What follows belongs to an exercise in optimizing a design on an open flow for small area; a production flow would make more cautious choices. Function was checked by simulation only, so behaviour that the tests miss may differ from the original. No driver is modelled on the clock port, so clocking that relies on it looks cheaper here than on a real chip. Power is estimated from default activity; no workload was simulated.

Design renard_codec, start of the top module:
module renard_codec (
    input  wire        clk,
    input  wire        rst,
    input  wire [31:0] cfg_rate,
    input  wire        cmd_valid,
    output wire        cmd_ready,
    input  wire [1:0]  cmd_op,
    input  wire [9:0]  cmd_n,
    output wire        busy,
    output wire        done,
    output reg  [1:0]  status,
    output wire [9:0]  buf_addr,
    output wire        buf_we,
    output wire [7:0]  buf_wdata,
    input  wire [7:0]  buf_rdata,
    output wire        tx_valid,
    output wire [7:0]  tx_data,
    input  wire        tx_ready,
    input  wire        rx_valid,
    input  wire [7:0]  rx_data,
    output wire        rx_ready,
    output wire        open_valid,
    output wire [31:0] open_rate,
    input  wire        open_ready
);
    localparam [3:0] IDLE    = 4'b0000,
                     IDLE_D  = 4'b0001,    
                     W_SYNC  = 4'b0100,
                     W_CMD   = 4'b0101,
                     W_DATA  = 4'b0110,
                     W_CODE  = 4'b0111,
                     R_HUNT  = 4'b1000,
                     R_AWAIT = 4'b1001,
                     R_DATA  = 4'b1010,
                     R_ESC   = 4'b1011,    
                     I_FILL  = 4'b1100,
                     I_OPEN  = 4'b1101;
    localparam [1:0] ST_OK = 2'd0, ST_FRAMING = 2'd1, ST_INVALID = 2'd2, ST_ILLEGAL = 2'd3;
  ...
Size: about 2500 um2 of cells after synthesis.
==> flow/config.mk <==
export PLATFORM = sky130hd
export DESIGN_NAME = renard_codec
export DESIGN_NICKNAME = renard_codec
export VERILOG_FILES = /design/flow/design.v
export SDC_FILE = /design/flow/constraint.sdc
export NUM_CORES = 4
export LEC_CHECK = 0
export CAP_MARGIN = 20
export CORE_MARGIN = 2
export CORE_UTILIZATION = 40
export PLACE_DENSITY = 0.6
export SLEW_MARGIN = 20
==> flow/constraint.sdc <==
create_clock -name core_clock -period 8.0 [get_ports {clk}]
set_input_delay 1.6000 -clock core_clock [delete_from_list [all_inputs] [get_ports {clk}]]
set_output_delay 1.6000 -clock core_clock [all_outputs]
set_load 0.01 [all_outputs]
standard.sh (not shown) runs the stock make flow with config.mk's settings and CLKGATE_MAP_FILE= SYNTH_SCRIPT=/design/flow/synth_recipe.tcl, a recipe that flattens the netlist after the stock synthesis.
==> flow/flow/run.sh <==
#!/bin/bash
# ORFS layout (the standard.sh) with:
#  - the standard flow's synthesis script, with ABC run on an area-oriented script;
#  - minimum-size (buf_1) port buffers;
#  - the clock distributed by four buffers, one per quarter of the registers (pre_cts.tcl),
#    in place of the clock tree synthesis H-tree.
# Every tool's output goes to the ORFS logs under orfs/logs and to standard.log here.
set -euo pipefail
here=$(pwd)
{ head -n 1 synth_recipe.tcl; cat flow/abc_override.tcl; tail -n +2 synth_recipe.tcl; } > own_synth.tcl
export MY_ABC_SCRIPT=$here/flow/abc_area.abc
export BUFFER_PORTS_ARGS="-buffer_cell sky130_fd_sc_hd__buf_1"
export ONE_CLKBUF=sky130_fd_sc_hd__clkbuf_8
export PRE_CTS_TCL=$here/flow/pre_cts.tcl
export CTS_ARGS="-clk_nets clk -sink_clustering_enable -repair_clock_nets -dont_use_dummy_load -buf_list sky130_fd_sc_hd__clkbuf_8"
bash standard.sh SYNTH_SCRIPT=$here/own_synth.tcl finish > standard.log 2>&1
==> flow/flow/abc_area.abc <==
strash; &get -n; &fraig -x; &put; scorr; dc2; strash; &get -n; &deepsyn -J 400 -T 600; &dch -f; &nf -R 1000; &put
Other scripts of this flow, unchanged in this note and not shown: flow/flow/abc_override.tcl, flow/flow/pre_cts.tcl
The first run produced a clean layout.
Edit:
==> flow/flow/abc_area.abc (replaced) <==
strash; &get -n; &fraig -x; &put; scorr; dc2; strash; &get -n; &deepsyn -T 20; &dch -f; &nf -R 1000; &put
- sequential share of layout area is lower by 0.39 points
- global-route usage goes down by 0.49 points
- die area climbs slightly
- worst hold slack degrades by 0.0080 ns
- final area came out higher slightly
- routed wire length came out lower slightly


Setup of main:
Another version of the RTL of renard_codec (not shown whole).
For scale: roughly 210 cells after synthesis, about 57 flip-flops, ~130 I/O pins, roughly 2500 µm² of cells after synthesis.
clock: 8.0 ns
lec_check: 0
cap_margin: 20
core_margin: 2
core_utilization: 40
place_density: 0.8
slew_margin: 20
==> flow/flow/run.sh <==
#!/bin/bash
# ORFS layout (the standard.sh) with:
#  - the standard flow's synthesis script, with ABC run on an area-oriented script;
#  - minimum-size (buf_1) port buffers;
#  - the clock distributed by four buffers, one per quarter of the registers (pre_cts.tcl),
#    in place of the clock tree synthesis H-tree.
# Every tool's output goes to the ORFS logs under orfs/logs and to standard.log here.
set -euo pipefail
here=$(pwd)
{ head -n 1 synth_recipe.tcl; cat flow/abc_override.tcl; tail -n +2 synth_recipe.tcl; } > own_synth.tcl
export MY_ABC_SCRIPT=$here/flow/abc_area.abc
export BUFFER_PORTS_ARGS="-buffer_cell sky130_fd_sc_hd__buf_1"
export ONE_CLKBUF=sky130_fd_sc_hd__clkbuf_8
export CLK_GROUPS=3
export PRE_CTS_TCL=$here/flow/pre_cts.tcl
export CTS_ARGS="-clk_nets clk -sink_clustering_enable -repair_clock_nets -dont_use_dummy_load -buf_list sky130_fd_sc_hd__clkbuf_8"
bash standard.sh SYNTH_SCRIPT=$here/own_synth.tcl finish > standard.log 2>&1
Other scripts of this flow, unchanged in this note and not shown: flow/flow/abc_area.abc, flow/flow/abc_override.tcl, flow/flow/pre_cts.tcl
The following lists how the feature branch was set up differently from main:
-- flow/flow/run.sh --
<<< main, line 4
#  - minimum-size (buf_1) port buffers;
#  - the clock distributed by four buffers, one per quarter of the registers (pre_cts.tcl),
#    in place of the clock tree synthesis H-tree.
# Every tool's output goes to the ORFS logs under orfs/logs and to standard.log here.
>>> the feature branch, line 4
#  - minimum-size (buf_1) port buffers;
#  - the clock distributed by CLK_GROUPS (3) clock buffers, each driving the registers of one
#    slice of the core (pre_cts.tcl), in place of the clock tree synthesis H-tree; CTS then
#    finds the clock net already buffered and adds nothing.
# Every tool's output goes to the ORFS logs under orfs/logs and to standard.log here.
[summary]
On number of combinational gates with multiple inputs, the feature branch and main are basically level.
Reported for the feature branch and main, number of cells in the finished layout apart from fillers turned out identical to the last digit.
The feature branch | stages: all done | timing, DRC, antenna: all pass
Reported for the feature branch and main, cell-internal power turned out identical to the last digit.
Compared main against the feature branch; power share of the clock group within noise.
Summary of the feature branch over main: combinational power has remained practically unchanged; synthesized area has remained practically unchanged; per-instance average area after synthesis has remained practically unchanged; number of distinct library cell variants in the gate-level netlist after synthesis has remained practically unchanged.
Combinational cell fraction of total power across the feature branch and main: no real change.
main -> the feature branch: tap cell count delta 0, exact match
As far as register share of total power is concerned, the feature branch and main perform about the same.


the reference run:
renard_codec, a different RTL version from the one above (not shown whole).
For scale: roughly 310 cells after synthesis, ~59 flip-flops, about 130 I/O pins, ~0.0031 mm² of cells after synthesis.
export LEC_CHECK = 0
export CAP_MARGIN = 20
export CORE_MARGIN = 2
export CORE_UTILIZATION = 70
export PLACE_DENSITY = 0.8
export SLEW_MARGIN = 20
create_clock -name core_clock -period 8.0 [get_ports {clk}]
==> flow/flow/run.sh <==
#!/bin/bash
set -euo pipefail
export BUFFER_PORTS_ARGS="-buffer_cell sky130_fd_sc_hd__buf_1"
export CTS_ARGS="-sink_clustering_enable -repair_clock_nets -dont_use_dummy_load -sink_clustering_size 30 -sink_clustering_max_diameter 200 -buf_list sky130_fd_sc_hd__clkbuf_4 -root_buf sky130_fd_sc_hd__clkbuf_4"
bash standard.sh > standard.log 2>&1
Here is what was changed in the inputs of the trial run compared with the reference run.
- a change of PLACE_DENSITY from 0.8 to 0.6
- a change of CORE_UTILIZATION from 70 to 40
==> flow/run.sh (new file) <==
#!/bin/bash
# synth_recipe.tcl (not shown) runs the flow's synth.tcl, then flattens the netlist and writes it again
# the make line also repeats each setting of config.mk as NAME=value (left out here)
make -C /OpenROAD-flow-scripts/flow DESIGN_CONFIG=/design/flow/config.mk WORK_HOME=/design/flow/orfs CLKGATE_MAP_FILE= SYNTH_SCRIPT=/design/flow/synth_recipe.tcl finish
removed: flow/flow/run.sh
removed: flow/standard.sh
--- outcome ---
The lower cell count of the worst reg-to-reg path came out of the reference run. The reference run → the trial run: area overhead of the layout relative to synthesis has increased, part of the total power dissipated in the clock network grew by 13 points, clock distribution power saw an increase, post-route antenna net violation count essentially unchanged.

## separate check: timing with driven ports
Ports are ideal in the flow. The routed layouts listed here were re-timed in OpenROAD.
Step 1: set_driving_cell puts a clkbuf_16 on clk and a buf_2 on each other input, an assumption about the parent block.
Step 2 times the ports against the registers' clock, not the clock port: input delays grow and output delays shrink by t, the midpoint of the rising clock arrivals with the driver on.
a / b / c = ideal ports / drivers / drivers and shift; a / b = the first two.
| run | shift t [ns] | setup WS [ns] | worst hold slack (ns) | latest minus earliest clock arrival (ns) |
|---|---|---|---|---|
| the first run of note 1 | 0.206 | 1.587 / 1.623 / 1.417 | 0.521 / 0.521 / 0.521 | 0.010 / 0.010 |
| the second run of note 1 | 0.202 | 1.342 / 1.377 / 1.176 | 0.513 / 0.513 / 0.513 | 0.012 / 0.013 |
| main | 0.202 | 1.948 / 1.967 / 1.765 | 0.477 / 0.477 / 0.477 | 0.006 / 0.006 |
| the feature branch | 0.202 | 1.948 / 1.967 / 1.765 | 0.477 / 0.477 / 0.477 | 0.006 / 0.006 |
| the reference run | 0.416 | 3.267 / 3.243 / 3.243 | 0.474 / 0.474 / 0.474 | 0.022 / 0.022 |
| the trial run | 0.350 | 2.498 / 2.463 / 2.463 | 0.477 / 0.477 / 0.477 | 0.015 / 0.016 |
After both steps every run listed still meets setup and hold.
